Context: an optimization exercise on an open-source flow, tuned for small area, a short achievable clock period and few clock cycles. The choices shown serve that exercise and are no tape-out recipe. RTL that was checked went through simulation tests only; none was proved equivalent to the original. The RTL of run 1 was laid out without a check of its function.

==> flow/design.v, too long to show whole: its modules and the start of the top module <==
// module lz4crc: 780 lines
module lz4crc (
    input  wire        clk,
    input  wire        rst,             
    input  wire        cmd_valid,
    output wire        cmd_ready,
    input  wire [7:0]  cmd_op,
    input  wire [31:0] cmd_src,
    input  wire [31:0] cmd_len,
    input  wire [31:0] cmd_dst,
    input  wire [31:0] cmd_cap,
    output reg         done,
    output reg  [7:0]  status,
    output reg  [31:0] result,
    output wire        mem_req,
    output wire        mem_we,
    output wire [29:0] mem_addr,
    output wire [3:0]  mem_wstrb,
    output wire [31:0] mem_wdata,
    input  wire        mem_gnt,
    input  wire        mem_rvalid,
    input  wire [31:0] mem_rdata
);
  // ...
==> flow/run.sh <==
#!/bin/bash
# synth_recipe.tcl (not shown) runs the flow's synth.tcl, then flattens the netlist and writes it again
# the make line also repeats each setting of config.mk as NAME=value (left out here)
make -C /OpenROAD-flow-scripts/flow DESIGN_CONFIG=/design/flow/config.mk WORK_HOME=/design/flow/orfs CLKGATE_MAP_FILE= SYNTH_SCRIPT=/design/flow/synth_recipe.tcl finish
==> flow/config.mk <==
export PLATFORM = sky130hd
export DESIGN_NAME = lz4crc
export DESIGN_NICKNAME = lz4crc
export VERILOG_FILES = /design/flow/design.v
export SDC_FILE = /design/flow/constraint.sdc
export NUM_CORES = 4
export LEC_CHECK = 0
export CAP_MARGIN = 20
export CORE_MARGIN = 2
export CORE_UTILIZATION = 40
export SETUP_SLACK_MARGIN = 2.5
export SLEW_MARGIN = 20
==> flow/constraint.sdc <==
create_clock -name core_clock -period 8.0 [get_ports {clk}]
set_input_delay 1.6000 -clock core_clock [delete_from_list [all_inputs] [get_ports {clk}]]
set_output_delay 1.6000 -clock core_clock [all_outputs]
set_load 0.01 [all_outputs]
==> impl_metrics.csv, run 1 <==
group,metric,value,unit
status,run_status,"complete, no violations",
setup_path,cp_num_buf_inv,3,
finish,largest_class,"multi-input gates",
synthesis,synth_area_leaders,"edfxtp_1, ha_1, xnor2_1",
timing,fin_ws,2.44,ns
timing,setup_violations,0,
global_routing,grt_max_degree,82,
timing,rsz0062_at_grt,"yes",
clock_network,hold_buffers,0,
global_routing,grt_util_met2,0.524,
setup_path,cp.depth,23,
setup_path,path_max_fanout,7,
synthesis,synth.largest_area_cell,"edfxtp_1",
global_routing,grt_pass1_vias,39100,
die,die_h,330,um
global_routing,antenna_found_initial,10,
place,port_buffers,282,
setup_path,cp_cell_sequence,"clkinv_8 -> ha_4 -> inv_4 -> ha_4 -> nand2b_4 -> a21o_1 -> nand2_4 -> mux2i_4 -> ha_2 -> xnor2_2 -> o21ai_2 -> ha_4 -> nor2b_4 -> o31a_4 -> o311ai_4 -> nand4_1 -> buf_4 -> xor2_4 -> a2111oi_4 -> nand4bb_1 -> nand4bb_1 -> or4_4 -> o31a_1",
routing,route.met2.wl,83500,um
routing,wirelength,189000,um
place,gp_congestion,1.01,
finish,nFlopsAndLatches,414,
synthesis,synth.distinct_cells,122,
clock_network,root_buffer,"clkbuf_16",
timing,max_slew_margin,0.260,
finish,multi_input_area_share,0.581,
setup_path,crit_end,"ahi$_DFFE_PN_",
run,maxCapViolations,0,
timing,worst_slew_pin_slew,1.11,ns
worst_hold_path,hold_start,"status[2]$_SDFFE_PP0P_",
routing,wl_met3,16500,um
setup_path,max_stage_delay,0.56,ns
global_routing,gr-usage-met3,0.0549,
finish,clockNetworkAreaShare,0.0361,
clock_network,htreeDepth,2,
finish,design_area,51100,sq um
synthesis,syn_area_per_cell,8.61,sq um
==> run 2: changes to the inputs <==
--- a/flow/design.v
+++ b/flow/design.v
@@ -53,16 +53,19 @@
     reg [29:0] rq;              
     reg [1:0]  pos;             
     reg [1:0]  nval;            
     reg [1:0]  outs;            
     reg [2:0]  disc;            
     reg [31:0] w0, w1, w2;
     reg        msrc;            
     reg        per;             
+    reg        pf;              
+    reg [1:0]  spos;            
+    reg [1:0]  sf;              
     reg [1:0]  ph;              
     reg [1:0]  mw;              
     reg [3:0]  dh;              
     reg        az, alt4, ahi;   
     reg        snz, sone, sge4, shi;    
     function [31:0] crc_f32;
         input [31:0] x;
         begin
@@ -517,105 +520,114 @@
         case (state)
             S_LIT:   lim_ok = a_more;       
             S_MEXT:  lim_ok = h_more;
             S_MCHK:  lim_ok = 1'b0;
             default: lim_ok = 1'b1;
         endcase
     end
     wire       rd_act = (state != S_IDLE) && (state != S_CHECK) && (state != S_CHK2);
-    wire       rd_ok  = msrc ? (per ? (mw != 2'd0) : ((dh != 4'd0) && a_more)) : (s_more && lim_ok);
-    wire       rd_rdy = rd_act && !wr_rdy && w_room && !disc[2] && rd_ok;
+    wire       pf_ok  = s_nz && (shi || gt_thr(s_left[3:0], sf, 2'd0, spos, 2'd0));
+    wire       rd_ok  = msrc ? (per ? (mw != 2'd0) : pf ? pf_ok : ((dh != 4'd0) && a_more)) : (s_more && lim_ok);
+    wire       w_full3 = (nval == 2'd3) ? (outs == 2'd0) : (nval == 2'd2) ? (outs == 2'd1) :
+                         (nval == 2'd1) ? (outs == 2'd2) : (outs == 2'd3);
+    wire       h_shift = hdr_rdy && !fits3(pos, nhdr);
+    wire       rd_rdy = rd_act && !wr_rdy && (w_room || (w_full3 && h_shift)) && !disc[2] && rd_ok;
     assign mem_req   = wr_rdy || rd_rdy;
     assign mem_we    = wr_rdy;
     assign mem_addr  = wr_rdy ? wp[31:2] : rq;
     wire [29:0] addr_inc = mem_addr + 30'd1;
     wire [2:0]  wl_n     = {1'b0, wl} + ncopy;
     wire        wp_c     = wl_n[2];
     wire [3:0] lanes_n = (ncopy == 3'd1) ? 4'b0001 : (ncopy == 3'd2) ? 4'b0011 :
                          (ncopy == 3'd3) ? 4'b0111 : 4'b1111;
     assign mem_wstrb = wr_rdy ? (lanes_n << wl) : 4'b0000;
     assign mem_wdata = xw;
     assign cmd_ready = (state == S_IDLE);
     wire wr_go = wr_rdy && mem_gnt;
     wire rd_go = rd_rdy && mem_gnt;
     wire       cons   = hdr_rdy || (wr_go && !use_per);
     wire [2:0] ncons  = nhdr_c;
     wire [2:0] posn   = {1'b0, pos} + ncons;
-    wire       shift  = cons && !fits3(pos, ncons);
+    wire       xdrop  = (state == S_MCOPY) && !acc_nz && pf && (pos != 2'd0);
+    wire       shift  = (cons && !fits3(pos, ncons)) || xdrop;
     wire       load   = mem_rvalid && (disc == 3'd0);
     wire       drop   = mem_rvalid && (disc != 3'd0);
     wire [1:0] nv_s   = nval - {1'b0, shift};
     wire [1:0] outs_n = outs + {1'b0, rd_go} - {1'b0, load};
     wire [2:0] disc_d = disc - {2'b0, drop};
     wire [2:0] disc_n = disc_d + {1'b0, outs_n};
     wire [7:0] hb = y[7:0];    
     wire        chk      = (state == S_CHECK);
     wire        mchk     = (state == S_MCHK);
-    wire [31:0] sas_a    = mchk ? wp : sa;
-    wire [31:0] sas_b    = mchk ? {16'd0, offset} : s_left;
+    wire [15:0] offv     = st_off ? y[15:0] : offset;
+    wire        mchk2    = mchk || st_off;
+    wire [31:0] sas_a    = mchk2 ? wp : sa;
+    wire [31:0] sas_b    = mchk2 ? {16'd0, offv} : s_left;
     wire [32:0] sas      = chk ? ({1'b0, sas_a} + {1'b0, sas_b}) : ({1'b0, sas_a} - {1'b0, sas_b});
     wire        st_tok   = (state == S_TOK);
-    wire [31:0] lopnd    = st_tok ? {28'd0, hb[7:4]} : acc[31:0];
+    wire [31:0] lopnd    = st_tok ? {28'd0, hb[7:4]} : st_off ? {27'd0, {1'b0, mnib} + 5'd4} : acc[31:0];
     wire [32:0] opa      = {1'b0, opos} + {1'b0, lopnd};            
     wire [32:0] cla      = {1'b0, c_left} - {1'b0, lopnd};
     wire        tok_gt_s = !shi && (s_left[3:0] <= hb[7:4]);
     wire        tok_gt_c = (c_left[31:4] == 28'd0) && (c_left[3:0] < hb[7:4]);
     wire        acc_gt_c = acc[32] || cla[32];
     wire        acc_gt_s = acc[32] || (acc[31:0] > s_left);
     wire [31:0] sln      = s_left - {29'd0, nhdr_c};
     wire        src_wrap = se32 && (sa != 32'd0);
     wire        dst_wrap = de32 && (opos != 32'd0);
     wire        overlap  = (s_left != 32'd0) && (c_left != 32'd0) &&
                            ({1'b0, rq, pos} < {de32, opos}) && ({1'b0, wp} < {se32, sa});
     wire [32:0] acc_sum  = {1'b0, acc[31:0]} + (st_copy ? {30'h3FFFFFFF, ~ncopy + 3'd1} : {25'd0, hb});
     wire [31:0] mstart   = sas[31:0];
-    wire [6:0]  dh0      = ({1'b0, offset[5:0]} + 7'd3 - {5'd0, wl}) >> 2;    
-    wire [1:0]  ms_lo    = wl - offset[1:0];                                    
-    wire        bad_off  = (offset == 16'd0) || (opos[31:16] == 16'd0 && offset > opos[15:0]);
+    wire [6:0]  dh0      = ({1'b0, offv[5:0]} + 7'd3 - {5'd0, wl}) >> 2;      
+    wire [1:0]  ms_lo    = wl - offv[1:0];                                      
+    wire        bad_off  = (offv == 16'd0) || (opos[31:16] == 16'd0 && offv > opos[15:0]);
     wire        crc_tail = !s_ge4;
     wire [31:0] crc_in   = crc_tail ? {c_left[7:0] ^ hb, 24'd0} : (c_left ^ y);
     wire [31:0] crc_nx   = crc_f32(crc_in) ^ (crc_tail ? {8'd0, c_left[31:8]} : 32'd0);
     always @(posedge clk) begin
         if (rst) begin
             state  <= S_IDLE;
             done   <= 1'b0;
             status <= 8'h00;
             result <= 32'd0;
             nval   <= 2'd0;
             outs   <= 2'd0;
             disc   <= 3'd0;
             msrc   <= 1'b0;
             per    <= 1'b0;
+            pf     <= 1'b0;
         end else begin
             done <= 1'b0;
             if (cons) pos <= posn[1:0];
             if (shift) begin
                 w0 <= w1;
                 w1 <= w2;
             end
             if (load) begin
                 if ((nval == 2'd0) || (nval == 2'd1 && shift)) w0 <= mem_rdata;
                 if ((nval == 2'd1 && !shift) || (nval == 2'd2 && shift)) w1 <= mem_rdata;
                 if ((nval == 2'd2 && !shift) || (nval == 2'd3 && shift)) w2 <= mem_rdata;
             end
             nval <= nv_s + {1'b0, load};
             outs <= outs_n;
             disc <= disc_d;
             if (rd_go) rq <= addr_inc;
+            if (rd_go && pf) sf <= sf + 2'd1;
             if (rd_go && msrc) begin
                 mw <= mw - 2'd1;
                 dh <= dh - 4'd1;
             end
             if (wr_go) begin
                 wp  <= {wp_c ? addr_inc : wp[31:2], wl_n[1:0]};
                 acc  <= acc_sum;
                 az   <= acc_lo8 && (acc[2:0] <= room);
                 alt4 <= acc_lo8 && !acc_d3[2];
-                ahi  <= (acc[32:4] != 29'd0);    
+                ahi  <= (acc[32:5] != 28'd0) || (acc[4] && (acc[3:0] >= {1'b0, ncopy}));
                 if (({1'b0, wl} + ncopy) == 3'd4 && dh != 4'd15) dh <= dh + 4'd1;
                 if (use_per)
                     case (off3)
                         3'd1: ph <= 2'd0;
                         3'd2: ph <= {1'b0, ph[0] ^ ncopy[0]};
                         3'd3: ph <= (({1'b0, ph} + ncopy) >= 3'd6) ? ({1'b0, ph} + ncopy - 3'd6) :
                                     (({1'b0, ph} + ncopy) >= 3'd3) ? ({1'b0, ph} + ncopy - 3'd3) :
                                     ({1'b0, ph} + ncopy);
@@ -701,53 +713,68 @@
                 end
                 S_LIT: begin
                     if (!acc_nz) begin
                         if (!s_nz)      finish(ST_OK, opos);
                         else if (s_one) finish(ST_SRC_OVERRUN, 32'd0);
                         else if (hdr_rdy) begin
                             offset <= y[15:0];
                             set_acc({29'd0, mnib} + 33'd4);
-                            state  <= (mnib == 4'hF) ? S_MEXT : S_MCHK;
+                            if (mnib == 4'hF) state <= S_MEXT;
+                            else              match_start;
                         end
                     end
                 end
-                S_MCHK: begin
-                    c_left <= cla[31:0];
-                    opos   <= opa[31:0];
-                    rq   <= mstart[31:2];
-                    pos  <= mstart[1:0];
-                    nval <= 2'd0;
-                    outs <= 2'd0;
-                    disc <= disc_n;
-                    msrc <= 1'b1;
-                    per  <= (offset[15:3] == 13'd0) && (offset[2:0] <= 3'd4);
-                    ph   <= 2'd0;
-                    mw   <= (({1'b0, ms_lo} + offset[2:0] - 3'd1) >= 3'd4) ? 2'd2 : 2'd1;
-                    dh   <= (offset[15:6] != 10'd0 || dh0[4]) ? 4'd15 : dh0[3:0];
-                    if (bad_off)       finish(ST_BAD_OFFSET, 32'd0);
-                    else if (acc_gt_c) finish(ST_DST_OVERRUN, 32'd0);
-                    else               state <= S_MCOPY;
-                end
+                S_MCHK: match_start;
                 S_MCOPY: begin
-                    if (!acc_nz) begin
+                    if (!acc_nz && pf) begin
+                        pos   <= spos;
+                        msrc  <= 1'b0;
+                        pf    <= 1'b0;
+                        state <= S_TOK;
+                    end else if (acc_nz && !per && !pf && !a_more) begin
+                        pf   <= 1'b1;
+                        rq   <= sas[31:2];
+                        spos <= sas[1:0];
+                        sf   <= 2'd0;
+                    end else if (!acc_nz) begin
                         rq   <= sas[31:2];
                         pos  <= sas[1:0];    
                         nval <= 2'd0;
                         outs <= 2'd0;
                         disc <= disc_n;
                         msrc <= 1'b0;
                         per  <= 1'b0;
                         state <= S_TOK;
                     end
                 end
                 default: state <= S_IDLE;
             endcase
         end
     end
+    task match_start;
+        begin
+                        c_left <= cla[31:0];
+                        opos   <= opa[31:0];
+                        rq   <= mstart[31:2];
+                        pos  <= mstart[1:0];
+                        nval <= 2'd0;
+                        outs <= 2'd0;
+                        disc <= disc_n;
+                        msrc <= 1'b1;
+                        pf   <= 1'b0;
+                        per  <= (offv[15:3] == 13'd0) && (offv[2:0] <= 3'd4);
+                        ph   <= 2'd0;
+                        mw   <= (({1'b0, ms_lo} + offv[2:0] - 3'd1) >= 3'd4) ? 2'd2 : 2'd1;
+                        dh   <= (offv[15:6] != 10'd0 || dh0[4]) ? 4'd15 : dh0[3:0];
+                        if (bad_off)       finish(ST_BAD_OFFSET, 32'd0);
+                        else if (acc_gt_c) finish(ST_DST_OVERRUN, 32'd0);
+                        else               state <= S_MCOPY;
+        end
+    endtask
     task set_acc;
         input [32:0] v;
         begin
             acc  <= v;
             az   <= (v == 33'd0);
             alt4 <= (v[32:2] == 31'd0);
             ahi  <= (v[32:4] != 29'd0);
         end
==> flow/config.mk (replaced) <==
export PLATFORM = sky130hd
export DESIGN_NAME = lz4crc
export DESIGN_NICKNAME = lz4crc
export VERILOG_FILES = /design/flow/design.v
export SDC_FILE = /design/flow/constraint.sdc
export NUM_CORES = 4
export LEC_CHECK = 0
export CAP_MARGIN = 20
export CORE_MARGIN = 2
export CORE_UTILIZATION = 55
export SETUP_SLACK_MARGIN = 3.0
export SLEW_MARGIN = 20
==> run 2 against run 1 <==
Against the previous run:
- non-clock buffer count is 159 higher
- largest cell class unchanged
- synthesized cell count up 1.3%
- still clean
- area after synthesis decreased by 0.59%
- sequential share of layout area decreased by 0.43 points
==> impl_metrics.csv, run 2 <==
group,metric,value,unit
clock_network,clockBufferDepth,3,
die,die_h,281,um
setup_path,path_common_cell,"ha_4",
finish,ff_latch_area,12000,sq um
finish,largest-register,"acc",
die,num_rows,101,
finish,final_common_cell,"nand2_1",
clock_network,root_buffer,"clkbuf_16",
synthesis,synth-seq-cells,419,
synthesis,async_flop_share,0,
die,die_w,281,um
global_routing,grt_usage,0.449,
run,maxCapViolations,0,
timing,tns,0,ns
finish,drive_gt1_frac,0.186,
synthesis,ys_warn_count,1,
timing,worst_clock_skew,0.0299,ns
synthesis,syn_area_per_cell,8.45,sq um
finish,final_nets,5945,
clock_network,clk_pin_slew,0.06,ns
setup_path,worstSetupEndpointType,"register",
routing,first_pass_iters,8,
setup_path,path_max_fanout,5,
global_routing,grt_overflow_total,0,
clock_network,clk_latency,0.65,ns
global_routing,grt_max_degree,95,
finish,multi_input_area,30400,sq um
place,gp_congestion,1.04,
setup_path,critPathKind,"register to register",
place,dp_hpwl,132000,um
finish,design_area,52600,sq um
timing,period_needed,5.61,ns
routing,vias,44200,
routing,post_drt_wl_per_cell,28.3,um
synthesis,ys_seq_area_frac,0.285,
finish,largest_reg_flops,33,
routing,wirelength,185000,um
setup_path,cp_cell_sequence,"clkinv_8 -> ha_4 -> inv_4 -> ha_4 -> nand2b_4 -> a22o_4 -> mux2i_4 -> ha_4 -> xnor2_2 -> a21oi_2 -> ha_4 -> o211ai_1 -> o21ai_4 -> a41oi_4 -> a211oi_4 -> or4_1 -> o2111ai_2 -> o211ai_1 -> or4b_4 -> nor3_4 -> a21oi_2 -> o22a_1",
synthesis,synth.largest_area_cell,"edfxtp_1",
timing,finalCritPeriodShare,0.701,
synthesis,synth_top_area_frac,0.258,
timing,max_slew_margin,0.156,
synthesis,synth_most_common_cell,"nand2_1",
setup_path,cp_num_buf_inv,2,
synthesis,synth_area_leaders,"edfxtp_1, ha_1, xnor2_1",
setup_path,cp.arrival,6.01,ns
die,die_area,79100,sq um
timing,hold_viol,0,
clock_network,numCtsBuffers,51,
synthesis,synth_common_cells,"nand2_1, o21ai_0, a21oi_1, edfxtp_1, nor2_1",
global_routing,grt_pass1_vias,41100,
routing,vias_per_cell,6.75,
synthesis,synth.distinct_cells,119,
clock_network,hold_buffers,0,
setup_path,cp_top_family,"compound AO/OA/AOI/OAI gates",
synthesis,synth_nets,5479,
routing,drtIter0Drc,6501,
clock_network,cts_tree,"yes",
timing,rsz0062_at_grt,"yes",
timing,setup_violations,0,
clock_network,cts_sinks,419,
clock_network,htreeDepth,2,
status,run_status,"complete, no violations",
die,core,76100,sq um
setup_path,required,8.41,ns
setup_path,startpoint_type,"register",
routing,drc,0,
synthesis,postSynthCellCount,5004,
die,io_pins,283,
finish,area_growth,24.4,%
routing,postRouteAntennaNets,0,
timing,slew_viol_final,0,
synthesis,ys.flop_type,"edfxtp_1",
global_routing,antenna_found_initial,14,
synthesis,synth_area,42300,sq um
timing,fmax,178,MHz
finish,mostFrequentLayoutCells,"nand2_1, edfxtp_1, o21ai_0",
place,placed_area,46400,sq um
finish,fillCellCount,6247,
timing,worst_slew_pin_slew,1.27,ns
die,initial_core_util,0.556,
worst_hold_path,hp-class,"register to register",
global_routing,grt_pass1_wl,263000,um
place,port_buffers,282,
setup_path,cp_slowest_cell,"or4b_4",
setup_path,max_stage_delay,0.60,ns
synthesis,synth_edf_count,364,
## run 2: changes by cell type after synthesis, moves of 26 or more
| cell | change |
|---|---|
| o2bb2ai_2 | -29 |
| a22o_1 | +35 |
| mux2i_1 | -37 |
| nand2_1 | +85 |
| a21o_1 | -27 |
| o21ai_0 | +29 |
| mux2_2 | +26 |
## run 2: final timing paths
kind                            end  depth (start not counted)  slack (ns)                   start
min          status[6]$_SDFFE_PP0P_                          1        0.46  status[6]$_SDFFE_PP0P_
max reg2reg           ahi$_DFFE_PN_                         22        2.39         wp[0]$_DFFE_PN_
max                   ahi$_DFFE_PN_                         22        2.39         wp[0]$_DFFE_PN_
min reg2reg  status[6]$_SDFFE_PP0P_                          1        0.46  status[6]$_SDFFE_PP0P_
## run 2: per-stage QoR
stage	setup slack (ns)	hold slack, ns	util	std cells
after floorplan	1.85	0.467	-	5004
after global placement	1.49	0.443	0.609	6149
after detailed placement	1.32	0.447	0.609	6149
after CTS	2.58	0.462	0.671	6447
after global routing	2.29	0.474	0.691	6540
final	2.39	0.457	0.692	6552
## run 2: routing by layer
layer,track usage,part of all wire,vias to the layer above
li1,-,-,19300
met1,0.550,0.36,20800
met2,0.671,0.42,3179
met3,0.125,0.12,898
met4,0.342,0.093,12
met5,0,0.00038,-
## run 2: cells by family after synthesis
logic type	after synthesis	share of synthesized area
AOI/OAI and AO/OA	1417	0.212
DFF	419	0.285
adders and majority gates	303	0.0912
and+or+nand+nor	1585	0.177
xor gates and xnor gates	520	0.114
buffers and inverters	509	0.0500
muxes	251	0.0713
## run 2: what timing repair did
| action | 4_1_cts | 5_1_grt |
|---|---|---|
| gates cloned | 11 | 4 |
| pin swaps | 124 | 94 |
| gates resized for setup | 505 | 247 |
| buffers inserted | 196 | 87 |
| setup endpoints to repair | 333 | 253 |
## run 2: area by class of cell
type | instances | area share
multi-input combinational | 4080 | 0.578
sequential | 419 | 0.229
timing repair buffer | 659 | 0.117
clock buffer | 64 | 0.0264
tap | 1030 | 0.0245
inverter | 258 | 0.0195
clock inverter | 27 | 0.00449
antenna | 14 | 0.000666
timing repair inverter | 1 | 0.000143
## run 2: worst register-to-register path, delay by kind of cell (launching register included)
family	cells	cell delay, ns
multiplexers	1	0.31
AND/OR/NAND/NOR	4	1.43
flip-flops	1	0.52
adder cells (fa/ha/maj)	4	0.99
XOR/XNOR	1	0.07
AO/OA/AOI/OAI	10	1.94
buffers and inverters	2	0.12
Testbench counts of run 2, summed over its fixed seeds: cycles 77,454.
==> run 3: changes to the inputs <==
--- a/flow/config.mk
+++ b/flow/config.mk
@@ -8,5 +8,7 @@
 export CAP_MARGIN = 20
 export CORE_MARGIN = 2
-export CORE_UTILIZATION = 55
-export SETUP_SLACK_MARGIN = 3.0
+export CORE_UTILIZATION = 40
+export CTS_BUF_LIST = sky130_fd_sc_hd__clkbuf_8
+export CTS_CLUSTER_SIZE = 30
+export SETUP_SLACK_MARGIN = 2.0
 export SLEW_MARGIN = 20
==> run 3 against run 2 <==
Against the previous run:
- sequential share of layout area grew 1.5 points
- global-route usage decreased by 11 points
- first-iteration DRC count shrank 26%
- fmax fell by 4.7%
- setup slack lost 0.28 ns
- via count decreased by 5.8%
- count of clock-buffer cells in the layout increased by 21
- critical endpoint is now mem_addr[3]
==> impl_metrics.csv, run 3 <==
group,metric,value,unit
finish,final_common_cell,"nand2_1",
timing,max_slew_margin,0.210,
place,dp_hpwl,142000,um
timing,slew_viol_final,0,
global_routing,grt_pass1_vias,39200,
synthesis,synth_edf_count,364,
worst_hold_path,worstHoldEndpoint,"status[6]$_SDFFE_PP0P_",
setup_path,r2r-start,"state[2]$_SDFFE_PP0P_",
global_routing,grt_util_met2,0.517,
routing,post_drt_wl_per_cell,27.9,um
clock_network,clk_latency,0.79,ns
synthesis,synth_common_cells,"nand2_1, o21ai_0, a21oi_1, edfxtp_1, nor2_1",
synthesis,async_flop_share,0,
clock_network,root_buffer,"clkbuf_8",
run,maxCapViolations,0,
synthesis,synth-seq-cells,419,
global_routing,grt_max_degree,108,
setup_path,critPathKind,"register to output port",
die,io_pins,283,
timing,period_needed,5.88,ns
finish,largest_reg_flops,33,
clock_network,numCtsBuffers,82,
global_routing,grt_overflow_total,0,
timing,tns,0,ns
place,gp_congestion,1.04,
setup_path,critical_path.startpoint,"wp[0]$_DFFE_PN_",
routing,vias,41600,
finish,final_nets,5751,
synthesis,synth_nets,5479,
setup_path,worstSetupEndpointType,"output port",
global_routing,grt_pass1_wl,268000,um
setup_path,rrSetupSlack,2.21,ns
clock_network,clockBufferDepth,3,
die,die_w,329,um
routing,wirelength,188000,um
synthesis,synth.distinct_cells,119,
clock_network,clk_pin_slew,0.07,ns
setup_path,ff2ff_path_depth,19,
routing,vias_per_cell,6.18,
synthesis,synth_top_area_frac,0.258,
finish,drive_gt1_frac,0.105,
setup_path,r2r-end,"result[24]$_SDFFE_PP0P_",
global_routing,antenna_found_initial,5,
timing,rsz0062_at_grt,"yes",
global_routing,gr-max-usage-layer,"met2",
timing,fin_ws,2.12,ns
finish,mostFrequentLayoutCells,"nand2_1, o21ai_0, a21oi_1",
synthesis,ys_warn_count,1,
setup_path,startpoint_type,"register",
die,core,105000,sq um
global_routing,grtUsageMet1,0.432,
status,run_status,"complete, no violations",
worst_hold_path,hp-class,"register to register",
clock_network,cts_tree,"yes",
die,initial_core_util,0.402,
timing,fmax,170,MHz
clock_network,hold_buffers,0,
synthesis,ys.flop_type,"edfxtp_1",
die,num_rows,119,
timing,worst_slew_pin_slew,1.17,ns
worst_hold_path,holdPathStages,1,
setup_path,path_max_fanout,11,
synthesis,synth_most_common_cell,"nand2_1",
setup_path,cp.arrival,4.28,ns
timing,finalCritPeriodShare,0.736,
timing,hold_viol,0,
place,dpl_worst_slack,1.44,ns
setup_path,required,6.40,ns
clock_network,htreeDepth,3,
synthesis,synth_area_leaders,"edfxtp_1, ha_1, xnor2_1",
synthesis,ys_seq_area_frac,0.285,
timing,setup_violations,0,
finish,largest-register,"acc",
worst_hold_path,hold_start,"status[6]$_SDFFE_PP0P_",
die,die_h,329,um
place,port_buffers,282,
routing,first_pass_iters,8,
finish,area_growth,16.9,%
synthesis,syn_area_per_cell,8.45,sq um
global_routing,grt_usage,0.336,
routing,drc,0,
die,die_area,108000,sq um
clock_network,cts_sinks,419,
synthesis,synth_area,42300,sq um
synthesis,postSynthCellCount,5004,
global_routing,gr-usage-met3,0.0635,
routing,drtIter0Drc,4799,
synthesis,synth.largest_area_cell,"edfxtp_1",
timing,worst_clock_skew,0.0340,ns
routing,postRouteAntennaNets,0,
==> run 3: cell counts after synthesis <==
No cell type changed its count.
==> run 3: timing repair <==
item	4_1_cts	5_1_grt
setup buffers	24	30
pin swaps	7	14
endpoints found under the setup margin	123	102
cloned	2	1
resized for setup	62	81
==> run 3: how the worst max path moves through the flow <==
stage / endpoint / slack (ns) / cells past startpoint
6_report: mem_addr[3] / 2.12 / 15
5_1_grt: rq[26]$_DFFE_PN_ / 1.91 / 24
4_1_cts: result[16]$_SDFFE_PP0P_ / 1.99 / 18
3_5_place_dp: se32$_DFFE_PP_ / 1.44 / 22
3_3_place_gp: se32$_DFFE_PP_ / 1.51 / 22
2_1_floorplan: c_left[0]$_DFFE_PP_ / 1.80 / 5
==> run 3: area by class of cell <==
cell class                 instances  area (sq um)
antenna                            5          12.5
fill                           10500         55700
inverter                         258           985
tap                             1391          1740
timing repair buffer             437          4120
sequential                       419         12000
clock buffer                      85          1170
multi-input combinational       4078         28800
clock inverter                    63           532
==> run 3: logic make-up (layout without fill, tap and decap cells) <==
group | after synthesis | after routing | share of synthesized area
compound gates | 1417 | 1417 | 0.212
buf+inv | 509 | 843 | 0.0500
flops | 419 | 419 | 0.285
xor+xnor | 520 | 520 | 0.114
simple gates | 1585 | 1587 | 0.177
mux | 251 | 251 | 0.0713
other cells | 0 | 5 | 0
fa+ha+maj | 303 | 303 | 0.0912
==> run 3: worst max-delay path, cell delays in order, from the launching register on <==
cell             delay (ns)
edfxtp_1               0.34
buf_6                  0.13
clkinv_4               0.10
ha_4                   0.28
inv_1                  0.05
ha_1                   0.29
nand2b_1               0.10
a22o_4                 0.26
a221o_1                0.41
o2111ai_4              0.16
nand3_4                0.11
buf_12                 0.21
buf_4                  0.18
mux2i_2                0.17
inv_2                  0.14
clkdlybuf4s50_1        0.56
==> run 3: stage by stage <==
stage               utilization  instance area [sq um]  hold slack (ns)  cells
floorplan                     -                  42300            0.467   5004
detailed placement        0.444                  46600            0.446   6525
CTS                       0.465                  48800            0.461   6699
global placement          0.444                  46600            0.445   6525
global route              0.470                  49400            0.474   6734
finish                    0.470                  49400            0.458   6736
==> run 3: routing by layer <==
metal | share of wire | up-vias | routed length [um]
met5 | 0.000069 | - | 13
met4 | 0.074 | 2 | 13800
met3 | 0.093 | 522 | 17500
met2 | 0.44 | 2264 | 81700
met1 | 0.40 | 20000 | 74600
li1 | - | 18900 | -
==> run 4: changes to the inputs <==
--- a/flow/config.mk
+++ b/flow/config.mk
@@ -9,6 +9,4 @@
 export CORE_MARGIN = 2
 export CORE_UTILIZATION = 40
-export CTS_BUF_LIST = sky130_fd_sc_hd__clkbuf_8
-export CTS_CLUSTER_SIZE = 30
 export SETUP_SLACK_MARGIN = 2.0
 export SLEW_MARGIN = 20
==> run 4 against run 3 <==
Against the previous run:
- highest routed layer unchanged
- cell area shrank 0.21%
- synthesized cell count is the same
- still clean
- cell count decreased by 0.83%
- critical path type unchanged
- setup slack worse by 0.084 ns
- largest cell class unchanged
==> impl_metrics.csv, run 4 <==
group,metric,value,unit
clock_network,root_buffer,"clkbuf_16",
finish,fin_cells,6680,
setup_path,ff2ff_path_depth,17,
timing,max_slew_margin,0.155,
global_routing,grt_usage,0.335,
routing,postRouteAntennaNets,0,
synthesis,postSynthCellCount,5004,
worst_hold_path,hp-class,"register to register",
routing,wirelength,188000,um
setup_path,rrSetupSlack,2.16,ns
setup_path,max_stage_delay,0.61,ns
finish,drive_gt1_frac,0.0976,
setup_path,startpoint_type,"register",
die,die_h,329,um
routing,vias_per_cell,6.21,
clock_network,hold_buffers,0,
place,dpl_worst_slack,1.44,ns
routing,drtIter0Drc,4660,
setup_path,cp_top_family,"compound AO/OA/AOI/OAI gates",
setup_path,required,6.40,ns
setup_path,critPathKind,"register to output port",
timing,hold_viol,0,
place,gp_congestion,1.04,
synthesis,syn_area_per_cell,8.45,sq um
finish,largest_reg_flops,33,
setup_path,critical_path.startpoint,"wp[0]$_DFFE_PN_",
run,maxCapViolations,0,
timing,worst_clock_skew,0.0214,ns
finish,final_nets,5722,
die,initial_core_util,0.402,
synthesis,synth_area_leaders,"edfxtp_1, ha_1, xnor2_1",
die,io_pins,283,
setup_path,cp_slowest_cell,"clkdlybuf4s50_1",
setup_path,cp.arrival,4.37,ns
timing,tns,0,ns
die,core,105000,sq um
finish,mostFrequentLayoutCells,"nand2_1, o21ai_0, a21oi_1",
timing,period_needed,5.97,ns
global_routing,grt_max_degree,108,
timing,finalCritPeriodShare,0.746,
synthesis,synth.distinct_cells,119,
global_routing,grt_pass1_vias,39000,
timing,fin_ws,2.03,ns
synthesis,synth_edf_count,364,
finish,largest-register,"acc",
finish,fin_util,0.469,
finish,fillCellCount,10500,
status,run_status,"complete, no violations",
synthesis,synth_area,42300,sq um
routing,drc,0,
setup_path,cp_cell_sequence,"buf_6 -> clkinv_4 -> ha_4 -> inv_1 -> ha_1 -> nand2b_1 -> a22o_4 -> a221o_1 -> o2111ai_4 -> nand3_4 -> a211oi_2 -> clkdlybuf4s50_1",
synthesis,synth_common_cells,"nand2_1, o21ai_0, a21oi_1, edfxtp_1, nor2_1",
timing,slew_viol_final,0,
timing,rsz0062_at_grt,"yes",
clock_network,clk_latency,0.67,ns
clock_network,cts_sinks,419,
clock_network,numCtsBuffers,53,
synthesis,synth_nets,5479,
place,dp_hpwl,142000,um
timing,setup_violations,0,
global_routing,grt_pass1_wl,268000,um
setup_path,r2r-end,"az$_DFFE_PN_",
worst_hold_path,hold_start,"status[6]$_SDFFE_PP0P_",
clock_network,clk_pin_slew,0.07,ns
synthesis,ys.flop_type,"edfxtp_1",
synthesis,async_flop_share,0,
global_routing,antenna_found_initial,5,
worst_hold_path,holdPathStages,1,
timing,worst_slew_pin_slew,1.26,ns
synthesis,ys_warn_count,1,
finish,multi_input_area,28700,sq um
setup_path,worstSetupEndpointType,"output port",
finish,ff_latch_area,12000,sq um
global_routing,grt_overflow_total,0,
clock_network,htreeDepth,2,
routing,first_pass_iters,7,
routing,vias,41500,
setup_path,cp_num_buf_inv,4,
die,num_rows,119,
synthesis,synth_top_area_frac,0.258,
synthesis,synth_most_common_cell,"nand2_1",
setup_path,path_max_fanout,16,
clock_network,cts_tree,"yes",
synthesis,synth-seq-cells,419,
routing,post_drt_wl_per_cell,28.1,um
timing,fmax,168,MHz
worst_hold_path,worstHoldEndpoint,"status[6]$_SDFFE_PP0P_",
finish,area_growth,16.6,%
die,die_area,108000,sq um
die,die_w,329,um
synthesis,synth.largest_area_cell,"edfxtp_1",
setup_path,r2r-start,"pos[0]$_DFFE_PN_",
synthesis,ys_seq_area_frac,0.285,
clock_network,clockBufferDepth,3,
place,port_buffers,282,
place,dp_cells,6525,
finish,final_common_cell,"nand2_1",
[run 4: kinds of logic after synthesis]
family	share of synthesized area
fa+ha+maj	0.0912
compound gates	0.212
flops	0.285
mux	0.0713
buf+inv	0.0500
xor+xnor	0.114
simple gates	0.177
[run 4: worst register-to-register path: stages, from the launching register on]
cell and delay, ns:
edfxtp_1 0.49, buf_12 0.18, mux4_2 0.62, buf_4 0.28, inv_1 0.51, nand2_1 0.12
ha_1 0.26, a211oi_1 0.30, o21bai_1 0.14, o21ai_0 0.57, a211oi_2 0.22, or4_4 0.56
o2111ai_2 0.12, o211ai_1 0.13, or4b_4 0.58, nor4_4 0.29, a211oi_1 0.10, a211oi_2 0.20
[run 4: cell type report]
| class | instances | share of cell area |
|---|---|---|
| clock inverters | 35 | 0.00680 |
| multi-input cells | 4078 | 0.583 |
| repair buffers | 437 | 0.0831 |
| flip-flops and latches | 419 | 0.244 |
| diodes | 3 | 0.000152 |
| clock buffers | 59 | 0.0278 |
| inverters | 258 | 0.0200 |
| well taps | 1391 | 0.0353 |
[run 4: worst max path at each step]
stage                           to  cells past startpoint  slack [ns]
2_1_floorplan  c_left[0]$_DFFE_PP_                      5        1.80
3_3_place_gp        se32$_DFFE_PP_                     22        1.51
3_5_place_dp        se32$_DFFE_PP_                     22        1.44
4_1_cts               mem_wstrb[2]                     12        2.00
5_1_grt           rq[26]$_DFFE_PN_                     24        1.95
6_report              mem_wstrb[2]                     12        2.03
[run 4: through the flow]
stage / cell area (sq um) / hold slack (ns)
after detailed placement: 46600 / 0.446
final: 49300 / 0.457
after global placement: 46600 / 0.445
after floorplan: 42300 / 0.467
after CTS: 48700 / 0.460
after global routing: 49300 / 0.472
[run 4: timing repair]
item	CTS	global route
cloned	3	0
setup endpoints to repair	119	101
pin swaps	7	19
resized for setup	49	71
buffers inserted	16	38
[run 4: routing by layer]
layer | global-route usage | vias up | part of all wire
met1 | 0.432 | 19900 | 0.40
met2 | 0.519 | 2223 | 0.44
met3 | 0.0625 | 543 | 0.092
met4 | 0.208 | 6 | 0.072
li1 | - | 18800 | -
met5 | 0 | - | 0.00020
==> run 5: changes to the inputs <==
--- a/flow/config.mk
+++ b/flow/config.mk
@@ -9,4 +9,4 @@
 export CORE_MARGIN = 2
 export CORE_UTILIZATION = 40
-export SETUP_SLACK_MARGIN = 2.0
+export SETUP_SLACK_MARGIN = 1.75
 export SLEW_MARGIN = 20
==> run 5 against run 4 <==
Against the previous run:
- still clean on timing, DRC and antenna
- worst hold slack lost 0.0023 ns
- wire length shrank 2.6%
- global-route usage shrank 1.0 points
- critical path type unchanged
- highest routed layer unchanged
==> impl_metrics.csv, run 5 <==
group,metric,value,unit
die,die_w,329,um
setup_path,cp.arrival,4.58,ns
setup_path,critPathKind,"register to output port",
clock_network,cts_sinks,419,
setup_path,startpoint_type,"register",
global_routing,grt_max_degree,68,
finish,fillCellCount,10400,
synthesis,synth_top_area_frac,0.258,
routing,drtIter0Drc,4921,
timing,hold_viol,0,
setup_path,r2r-start,"pos[0]$_DFFE_PN_",
die,die_area,108000,sq um
timing,worst_clock_skew,0.0223,ns
timing,worst_slew_pin_slew,1.31,ns
die,die_h,329,um
synthesis,synth.largest_area_cell,"edfxtp_1",
synthesis,synth-seq-cells,419,
timing,setup_violations,0,
place,gp_congestion,1.01,
synthesis,postSynthCellCount,5004,
synthesis,ys_warn_count,1,
finish,largest-register,"acc",
place,dp_cells,6532,
timing,finalCritPeriodShare,0.772,
clock_network,htreeDepth,2,
setup_path,path_max_fanout,13,
routing,wirelength,183000,um
synthesis,synth.distinct_cells,119,
run,maxCapViolations,0,
place,placed_area,46600,sq um
timing,fmax,162,MHz
worst_hold_path,hold_start,"status[3]$_SDFFE_PP0P_",
die,core,105000,sq um
global_routing,grt_overflow_total,0,
routing,vias,41500,
synthesis,async_flop_share,0,
global_routing,antenna_found_initial,6,
setup_path,required,6.40,ns
clock_network,clk_pin_slew,0.06,ns
finish,mostFrequentLayoutCells,"nand2_1, o21ai_0, a21oi_1",
synthesis,synth_common_cells,"nand2_1, o21ai_0, a21oi_1, edfxtp_1, nor2_1",
setup_path,max_stage_delay,0.53,ns
synthesis,synth_edf_count,364,
clock_network,clockBufferDepth,3,
routing,postRouteAntennaNets,0,
finish,fin_cells,6666,
routing,vias_per_cell,6.23,
finish,final_common_cell,"nand2_1",
setup_path,path_common_cell,"buf_4",
place,dp_hpwl,140000,um
clock_network,hold_buffers,0,
finish,final_nets,5701,
setup_path,r2r-end,"se32$_DFFE_PP_",
routing,first_pass_iters,6,
global_routing,grt_usage,0.325,
clock_network,root_buffer,"clkbuf_16",
finish,design_area,49200,sq um
timing,period_needed,6.18,ns
finish,largest_reg_flops,33,
clock_network,numCtsBuffers,54,
synthesis,synth_area,42300,sq um
routing,post_drt_wl_per_cell,27.4,um
status,run_status,"complete, no violations",
timing,tns,0,ns
synthesis,synth_nets,5479,
timing,slew_viol_final,0,
global_routing,grt_pass1_wl,262000,um
finish,area_growth,16.3,%
setup_path,cp_slowest_cell,"clkdlybuf4s50_1",
setup_path,rrSetupSlack,1.98,ns
global_routing,grt_pass1_vias,39100,
die,initial_core_util,0.402,
setup_path,worstSetupEndpointType,"output port",
clock_network,cts_tree,"yes",
synthesis,synth_area_leaders,"edfxtp_1, ha_1, xnor2_1",
worst_hold_path,worstHoldEndpoint,"status[3]$_SDFFE_PP0P_",
die,num_rows,119,
setup_path,ff2ff_path_depth,25,
timing,whs,0.454,ns
clock_network,clk_latency,0.68,ns
setup_path,cp_cell_sequence,"buf_4 -> and4bb_1 -> nand2_2 -> buf_4 -> o211ai_1 -> a31o_2 -> nand3_4 -> buf_4 -> mux2i_2 -> inv_1 -> clkdlybuf4s50_1",
finish,drive_gt1_frac,0.0928,
synthesis,ys_seq_area_frac,0.285,
synthesis,ys.flop_type,"edfxtp_1",
routing,drc,0,
die,io_pins,283,
synthesis,synth_most_common_cell,"nand2_1",
synthesis,syn_area_per_cell,8.45,sq um
timing,rsz0062_at_grt,"yes",
timing,max_slew_margin,0.117,
place,port_buffers,282,
worst_hold_path,holdPathStages,1,
worst_hold_path,hp-class,"register to register",
==> run 5: worst max-delay path, delay by kind of cell, from the launching register on <==
family	cells	cell delay, ns
AOI/OAI and AO/OA	2	0.67
buffers and inverters	5	1.54
DFF	1	0.51
muxes	1	0.28
and+or+nand+nor	3	0.91
==> run 5: cell type report <==
type / instances / area (sq um) / share of cell area
Inverter: 258 / 986 / 0.0201
Antenna cell: 3 / 7.51 / 0.000153
Clock inverter: 33 / 350 / 0.00712
Clock buffer: 69 / 1530 / 0.0311
Sequential cell: 419 / 12000 / 0.245
Tap cell: 1391 / 1740 / 0.0354
Timing Repair Buffer: 415 / 3860 / 0.0785
Multi-Input combinational cell: 4078 / 28700 / 0.583
==> run 5: through the flow <==
step | util | setup WS [ns]
floorplan | - | 1.75
global placement | 0.444 | 1.10
detailed placement | 0.444 | 0.861
CTS | 0.464 | 1.64
global route | 0.468 | 1.73
finish | 0.468 | 1.82
==> run 5: routing by layer <==
metal | wire length (um) | GRT usage | up-vias | part of all wire
li1 | - | - | 18800 | -
met1 | 74400 | 0.424 | 20100 | 0.41
met2 | 80700 | 0.512 | 2143 | 0.44
met3 | 16200 | 0.0590 | 484 | 0.088
met4 | 11600 | 0.174 | 10 | 0.063
met5 | 72 | 0 | - | 0.00039
==> run 5: worst max-delay path by stage <==
| stage | endpoint | depth (start not counted) | slack, ns | from |
|---|---|---|---|---|
| 6_report | mem_addr[2] | 11 | 1.82 | state[1]$_SDFFE_PP0P_ |
| 4_1_cts | az$_DFFE_PN_ | 23 | 1.64 | wp[0]$_DFFE_PN_ |
| 5_1_grt | se32$_DFFE_PP_ | 21 | 1.73 | pos[1]$_DFFE_PN_ |
| 3_5_place_dp | rq[29]$_DFFE_PN_ | 23 | 0.86 | pos[0]$_DFFE_PN_ |
| 2_1_floorplan | c_left[0]$_DFFE_PP_ | 5 | 1.75 | rst |
| 3_3_place_gp | se32$_DFFE_PP_ | 25 | 1.10 | pos[0]$_DFFE_PN_ |
==> run 5: what timing repair did <==
item,4_1_cts,5_1_grt
gates resized for setup,25,58
buffers inserted,11,16
setup endpoints to repair,121,111
gates cloned,1,1
hold endpoints to repair,0,0
pin swaps,3,11
==> run 5: logic make-up (layout without fill, tap and decap cells) <==
family / Yosys count / after routing / synth area share
AND/OR/NAND/NOR: 1585 / 1587 / 0.177
AO/OA/AOI/OAI: 1417 / 1417 / 0.212
XOR/XNOR: 520 / 520 / 0.114
buffers and inverters: 509 / 775 / 0.0500
flip-flops: 419 / 419 / 0.285
adder cells (fa/ha/maj): 303 / 303 / 0.0912
multiplexers: 251 / 251 / 0.0713
other: 0 / 3 / 0
==> run 6: changes to the inputs <==
--- a/flow/config.mk
+++ b/flow/config.mk
@@ -9,4 +9,4 @@
 export CORE_MARGIN = 2
 export CORE_UTILIZATION = 40
-export SETUP_SLACK_MARGIN = 1.75
+export SETUP_SLACK_MARGIN = 2.25
 export SLEW_MARGIN = 20
==> run 6 against run 5 <==
Against the previous run:
- critical path depth rose by 13
- cell count rose by 1.1%
- synthesized cell count did not move
- via count rose by 0.70%
- critical path type is now register to register
- non-clock buffer count rose by 76
- still clean on timing, DRC and antenna
- critical endpoint is now rq[26]$_DFFE_PN_
- wire length rose by 3.2%
- utilization rose by 1.1 points
==> impl_metrics.csv, run 6 <==
group,metric,value,unit
synthesis,synthAdderAreaFrac,0.0912,
clock_network,htreeDepth,2,
finish,mostFrequentLayoutCells,"nand2_1, o21ai_0, a21oi_1",
global_routing,antenna_found_initial,5,
finish,multi_input_area,29100,sq um
timing,max_slew_margin,0.277,
timing,slew_viol_final,0,
synthesis,synth.distinct_cells,119,
run,maxCapViolations,0,
synthesis,ys_warn_count,1,
synthesis,syn_area_per_cell,8.45,sq um
status,run_status,"complete, no violations",
finish,largest_reg_flops,33,
die,num_rows,119,
setup_path,worstSetupEndpointType,"register",
setup_path,cp_slowest_cell,"mux4_2",
global_routing,grt_max_degree,69,
setup_path,startpoint_type,"register",
clock_network,cts_sinks,419,
global_routing,grt_pass1_vias,39600,
synthesis,synth_common_cells,"nand2_1, o21ai_0, a21oi_1, edfxtp_1, nor2_1",
finish,design_area,50300,sq um
finish,fillCellCount,10300,
routing,post_drt_wl_per_cell,28.0,um
timing,worst_slew_pin_slew,1.07,ns
synthesis,synth_area,42300,sq um
synthesis,synth_xor_area_frac,0.114,
synthesis,synth_edf_count,364,
timing,setup_violations,0,
routing,wirelength,189000,um
synthesis,synth_compound_area_frac,0.212,
timing,tns,0,ns
die,die_area,108000,sq um
place,dp_hpwl,144000,um
clock_network,root_buffer,"clkbuf_16",
synthesis,synth.largest_area_cell,"edfxtp_1",
finish,final_nets,5777,
place,gp_congestion,1.03,
global_routing,grt_pass1_wl,271000,um
synthesis,async_flop_share,0,
die,die_w,329,um
finish,area_growth,19.0,%
die,core,105000,sq um
setup_path,critPathKind,"register to register",
synthesis,ys_seq_area_frac,0.285,
finish,largest-register,"acc",
worst_hold_path,holdPathStages,1,
place,placed_area,46600,sq um
clock_network,clockBufferDepth,3,
synthesis,synth_most_common_cell,"nand2_1",
synthesis,synth-seq-cells,419,
setup_path,r2r-end,"rq[26]$_DFFE_PN_",
synthesis,synth_mux_area_frac,0.0713,
clock_network,numCtsBuffers,54,
routing,drtIter0Drc,5053,
setup_path,ff2ff_path_depth,24,
clock_network,clk_pin_slew,0.06,ns
global_routing,grt_usage,0.337,
setup_path,max_stage_delay,0.54,ns
finish,ff_latch_area,12000,sq um
synthesis,synthSimpleGateAreaFrac,0.177,
routing,drc,0,
global_routing,grt_overflow_total,0,
setup_path,cp_cell_sequence,"buf_6 -> buf_6 -> buf_12 -> buf_2 -> mux4_2 -> mux2_2 -> a221oi_2 -> nand3_2 -> nor2_4 -> and3_4 -> nor2_4 -> o31ai_2 -> a31oi_1 -> ha_1 -> and3_4 -> nand2_2 -> or2_4 -> o221a_4 -> a311oi_4 -> a21oi_2 -> o21bai_1 -> xnor2_1 -> a2bb2oi_1 -> o211ai_1",
worst_hold_path,worstHoldEndpoint,"status[2]$_SDFFE_PP0P_",
setup_path,path_max_fanout,8,
timing,period_needed,5.77,ns
die,io_pins,283,
finish,drive_gt1_frac,0.116,
routing,vias,41800,
timing,fmax,173,MHz
timing,finalCritPeriodShare,0.722,
synthesis,synth_top_family_by_area,"compound AO/OA/AOI/OAI gates",
finish,final_common_cell,"nand2_1",
worst_hold_path,hold_start,"status[2]$_SDFFE_PP0P_",
die,initial_core_util,0.402,
synthesis,ys.flop_type,"edfxtp_1",
timing,worst_clock_skew,0.0398,ns
worst_hold_path,hp-class,"register to register",
synthesis,synth_top_area_frac,0.258,
synthesis,postSynthCellCount,5004,
place,port_buffers,282,
setup_path,rrSetupSlack,2.23,ns
synthesis,synth_nets,5479,
routing,first_pass_iters,7,
clock_network,clk_latency,0.69,ns
routing,vias_per_cell,6.21,
setup_path,required,8.39,ns
timing,hold_viol,0,
routing,postRouteAntennaNets,0,
timing,rsz0062_at_grt,"yes",
setup_path,cp.arrival,6.16,ns
synthesis,synth_area_leaders,"edfxtp_1, ha_1, xnor2_1",
clock_network,cts_tree,"yes",
die,die_h,329,um
setup_path,r2r-start,"pos[0]$_DFFE_PN_",
run 6: stage by stage:
stage	worst slack [ns]	utilization	cells	hold WS, ns
after floorplan	1.80	-	5004	0.467
after global placement	1.32	0.444	6530	0.444
after detailed placement	1.12	0.444	6530	0.446
after CTS	2.22	0.471	6686	0.460
after global routing	2.06	0.479	6735	0.473
final	2.23	0.479	6739	0.458
run 6: area by class of cell:
cell class,count,share of cell area
multi-input combinational,4078,0.579
sequential,419,0.239
timing repair buffer,491,0.0906
tap,1391,0.0346
clock buffer,66,0.0284
inverter,258,0.0200
clock inverter,32,0.00818
antenna,4,0.000199
run 6: worst max path at each step:
stage | startpoint | cells after the start | endpoint | slack, ns
3_5_place_dp | wp[0]$_DFFE_PN_ | 23 | az$_DFFE_PN_ | 1.12
3_3_place_gp | wp[0]$_DFFE_PN_ | 23 | az$_DFFE_PN_ | 1.32
2_1_floorplan | rst | 5 | c_left[0]$_DFFE_PP_ | 1.80
6_report | pos[0]$_DFFE_PN_ | 24 | rq[26]$_DFFE_PN_ | 2.23
5_1_grt | pos[0]$_DFFE_PN_ | 24 | rq[26]$_DFFE_PN_ | 2.06
4_1_cts | wp[0]$_DFFE_PN_ | 24 | az$_DFFE_PN_ | 2.22
run 6: metal layers:
metal | vias up | GRT usage | part of all wire
met4 | 4 | 0.201 | 0.071
met1 | 20000 | 0.431 | 0.40
met5 | - | 0 | 0.00012
met2 | 2295 | 0.532 | 0.44
met3 | 519 | 0.0607 | 0.090
li1 | 19000 | - | -
run 6: what timing repair did:
action / CTS / global route
gates cloned: 2 / 0
endpoints found under the setup margin: 162 / 115
buffers inserted: 56 / 49
pin swaps: 38 / 59
gates resized for setup: 124 / 102
hold buffers: 0 / 0
run 6: critical path: cells and delay by family (launching register included):
kind            cells  cell delay, ns
xor+xnor            1            0.17
flops               1            0.45
simple gates        7            1.22
buf+inv             4            0.53
compound gates      9            1.82
fa+ha+maj           1            0.35
mux                 2            0.95
run 6: cell families (layout without fill, tap and decap cells):
kind of cell / count (synthesis) / after routing
AND/OR/NAND/NOR: 1585 / 1587
AO/OA/AOI/OAI: 1417 / 1417
XOR/XNOR: 520 / 520
buffers and inverters: 509 / 847
flip-flops: 419 / 419
adder cells (fa/ha/maj): 303 / 303
multiplexers: 251 / 251
other: 0 / 4
==> run 7: changes to the inputs <==
--- a/flow/config.mk
+++ b/flow/config.mk
@@ -9,4 +9,6 @@
 export CORE_MARGIN = 2
 export CORE_UTILIZATION = 40
-export SETUP_SLACK_MARGIN = 2.25
+export CTS_BUF_LIST = sky130_fd_sc_hd__clkbuf_4 sky130_fd_sc_hd__clkbuf_8
+export CTS_CLUSTER_SIZE = 20
+export SETUP_SLACK_MARGIN = 2.0
 export SLEW_MARGIN = 20
==> run 7 against run 6 <==
Against the previous run:
- fmax down 2.0%
- critical path depth down 9
- still clean
- setup slack worse by 0.12 ns
==> impl_metrics.csv, run 7 <==
group,metric,value,unit
status,run_status,"complete, no violations",
timing,hold_viol,0,
timing,finalCritPeriodShare,0.736,
routing,drtIter0Drc,4946,
global_routing,grt_pass1_wl,269000,um
run,maxCapViolations,0,
clock_network,clk_pin_slew,0.07,ns
routing,vias_per_cell,6.19,
synthesis,synth_nets,5479,
global_routing,grt_overflow_total,0,
setup_path,r2r-end,"result[24]$_SDFFE_PP0P_",
routing,vias,41700,
routing,wirelength,188000,um
finish,fin_util,0.471,
routing,drc,0,
synthesis,ys.flop_type,"edfxtp_1",
synthesis,synth_mux_area_frac,0.0713,
synthesis,ys_warn_count,1,
finish,largest_reg_flops,33,
setup_path,critPathKind,"register to output port",
synthesis,synth_top_family_by_area,"compound AO/OA/AOI/OAI gates",
place,port_buffers,282,
synthesis,synth_compound_area_frac,0.212,
setup_path,path_max_fanout,11,
timing,worst_clock_skew,0.0353,ns
timing,max_slew_margin,0.137,
setup_path,cp.arrival,4.29,ns
clock_network,cts_tree,"yes",
synthesis,synth_xor_area_frac,0.114,
place,gp_congestion,1.04,
die,die_h,329,um
routing,postRouteAntennaNets,0,
timing,period_needed,5.89,ns
synthesis,synth_area_leaders,"edfxtp_1, ha_1, xnor2_1",
place,dp_hpwl,142000,um
timing,tns,0,ns
die,initial_core_util,0.402,
setup_path,required,6.40,ns
global_routing,grt_usage,0.336,
worst_hold_path,hold_start,"status[6]$_SDFFE_PP0P_",
clock_network,clk_latency,0.79,ns
synthesis,synth_area,42300,sq um
die,core,105000,sq um
synthesis,synth-seq-cells,419,
worst_hold_path,holdPathStages,1,
clock_network,clockBufferDepth,3,
die,die_w,329,um
worst_hold_path,worstHoldEndpoint,"status[6]$_SDFFE_PP0P_",
clock_network,cts_sinks,419,
setup_path,rrSetupSlack,2.21,ns
setup_path,worstSetupEndpointType,"output port",
synthesis,ys_seq_area_frac,0.285,
synthesis,synth_common_cells,"nand2_1, o21ai_0, a21oi_1, edfxtp_1, nor2_1",
clock_network,root_buffer,"clkbuf_8",
synthesis,postSynthCellCount,5004,
routing,post_drt_wl_per_cell,27.9,um
timing,slew_viol_final,0,
global_routing,grt_pass1_vias,39200,
timing,worst_slew_pin_slew,1.29,ns
finish,final_nets,5750,
timing,fmax,170,MHz
synthesis,synthAdderAreaFrac,0.0912,
setup_path,startpoint_type,"register",
setup_path,r2r-start,"state[2]$_SDFFE_PP0P_",
die,io_pins,283,
synthesis,synth_edf_count,364,
clock_network,numCtsBuffers,82,
finish,drive_gt1_frac,0.109,
routing,first_pass_iters,7,
timing,rsz0062_at_grt,"yes",
setup_path,ff2ff_path_depth,19,
place,dp_cells,6525,
synthesis,async_flop_share,0,
synthesis,synth_top_area_frac,0.258,
synthesis,syn_area_per_cell,8.45,sq um
global_routing,antenna_found_initial,5,
synthesis,synth.largest_area_cell,"edfxtp_1",
clock_network,htreeDepth,3,
timing,setup_violations,0,
finish,area_growth,17.0,%
die,num_rows,119,
finish,mostFrequentLayoutCells,"nand2_1, o21ai_0, a21oi_1",
finish,fin_cells,6734,
global_routing,grt_max_degree,108,
synthesis,synthSimpleGateAreaFrac,0.177,
finish,final_common_cell,"nand2_1",
finish,largest-register,"acc",
die,die_area,108000,sq um
synthesis,synth_most_common_cell,"nand2_1",
worst_hold_path,hp-class,"register to register",
synthesis,synth.distinct_cells,119,
## run 7: changes by cell type in the layout (fill, tap and decap cells not counted), sizes merged
cell | before | now
inv | 253 | 257
dlygate4sd2 | 6 | 1
clkinv | 21 | 29
bufbuf | 0 | 1
clkbuf | 66 | 111
clkinvlp | 7 | 3
diode | 4 | 3
clkdlybuf4s50 | 271 | 276
bufinv | 9 | 7
buf | 210 | 154
## run 7: stage by stage
step | hold slack (ns) | instance area [sq um] | worst slack (ns)
detailed placement | 0.446 | 46600 | 1.44
floorplan | 0.467 | 42300 | 1.80
global route | 0.474 | 49500 | 1.92
finish | 0.457 | 49500 | 2.11
CTS | 0.461 | 48900 | 2.00
global placement | 0.445 | 46600 | 1.51
## run 7: critical path, stage by stage (launching register included)
cell	delay (ns)
edfxtp_1	0.34
buf_6	0.13
clkinv_4	0.10
ha_4	0.28
inv_1	0.05
ha_1	0.29
nand2b_1	0.10
a22o_4	0.26
a221o_1	0.41
o2111ai_4	0.16
nand3_4	0.11
buf_12	0.21
buf_4	0.19
mux2i_2	0.17
inv_2	0.14
clkdlybuf4s50_1	0.55
## run 7: worst max-delay path by stage
stage | startpoint | endpoint
after floorplan | rst | c_left[0]$_DFFE_PP_
after global placement | pos[0]$_DFFE_PN_ | se32$_DFFE_PP_
after detailed placement | pos[0]$_DFFE_PN_ | se32$_DFFE_PP_
after CTS | pos[0]$_DFFE_PN_ | result[16]$_SDFFE_PP0P_
after global routing | pos[0]$_DFFE_PN_ | rq[26]$_DFFE_PN_
final | wp[0]$_DFFE_PN_ | mem_addr[3]
## run 7: layout make-up
| type | count | area [sq um] |
|---|---|---|
| multi-input cells | 4078 | 28800 |
| clock inverters | 38 | 413 |
| clock buffers | 111 | 1370 |
| diodes | 3 | 7.51 |
| inverters | 258 | 985 |
| flip-flops and latches | 419 | 12000 |
| well taps | 1391 | 1740 |
| repair buffers | 436 | 4110 |
| fillers | 10400 | 55600 |
## run 7: routing by layer
layer | part of all wire | wire length, um | vias up | global-route usage
met3 | 0.089 | 16700 | 552 | 0.0620
met2 | 0.44 | 81800 | 2257 | 0.518
li1 | - | - | 18900 | -
met4 | 0.074 | 13900 | 2 | 0.210
met1 | 0.40 | 75300 | 20000 | 0.434
met5 | 0.000069 | 13 | - | 0
## run 7: logic make-up after synthesis
| logic type | Yosys count |
|---|---|
| mux | 251 |
| buf+inv | 509 |
| flops | 419 |
| compound gates | 1417 |
| xor+xnor | 520 |
| fa+ha+maj | 303 |
| simple gates | 1585 |
## run 7: repair_timing
item                       in CTS  in global routing
setup buffers                  24                 30
hold endpoints to repair        0                  0
pin swaps                       7                 14
hold buffers                    0                  0
gates resized for setup        62                 81
setup endpoints to repair     122                102
cloned                          2                  1

==> what the ideal ports hide <==
In the flow no input, the clock included, has a driving cell. The finished layouts below were timed again as built, in two steps. Step 1 assumes that a clkbuf_16 drives the clock port and a buf_2 every other input. Step 2, shift: input delay + t, output delay - t, t = (earliest + latest rising clock arrival at the registers) / 2. This alone moves slack from input paths to output paths. Slacks: no drivers / after step 1 / after step 2; pairs: no drivers / after step 1.
run | t (ns) | slack for setup (ns) | clock arrival spread, ns
run 1 | 0.729 | 2.444 / 2.438 / 2.052 | 0.038 / 0.038
run 2 | 0.714 | 2.390 / 2.322 / 2.390 | 0.030 / 0.030
run 3 | 0.842 | 2.115 / 2.045 / 2.209 | 0.034 / 0.034
run 4 | 0.734 | 2.031 / 1.956 / 2.157 | 0.021 / 0.021
run 5 | 0.740 | 1.824 / 1.751 / 1.976 | 0.023 / 0.023
run 6 | 0.743 | 2.227 / 2.227 / 2.227 | 0.040 / 0.040
run 7 | 0.841 | 2.110 / 2.039 / 2.210 | 0.035 / 0.035
After both steps every run listed still meets setup and hold. For run 1, which loses most, drivers alone change the setup slack by -0.006 ns; drivers and shift together by -0.392 ns.
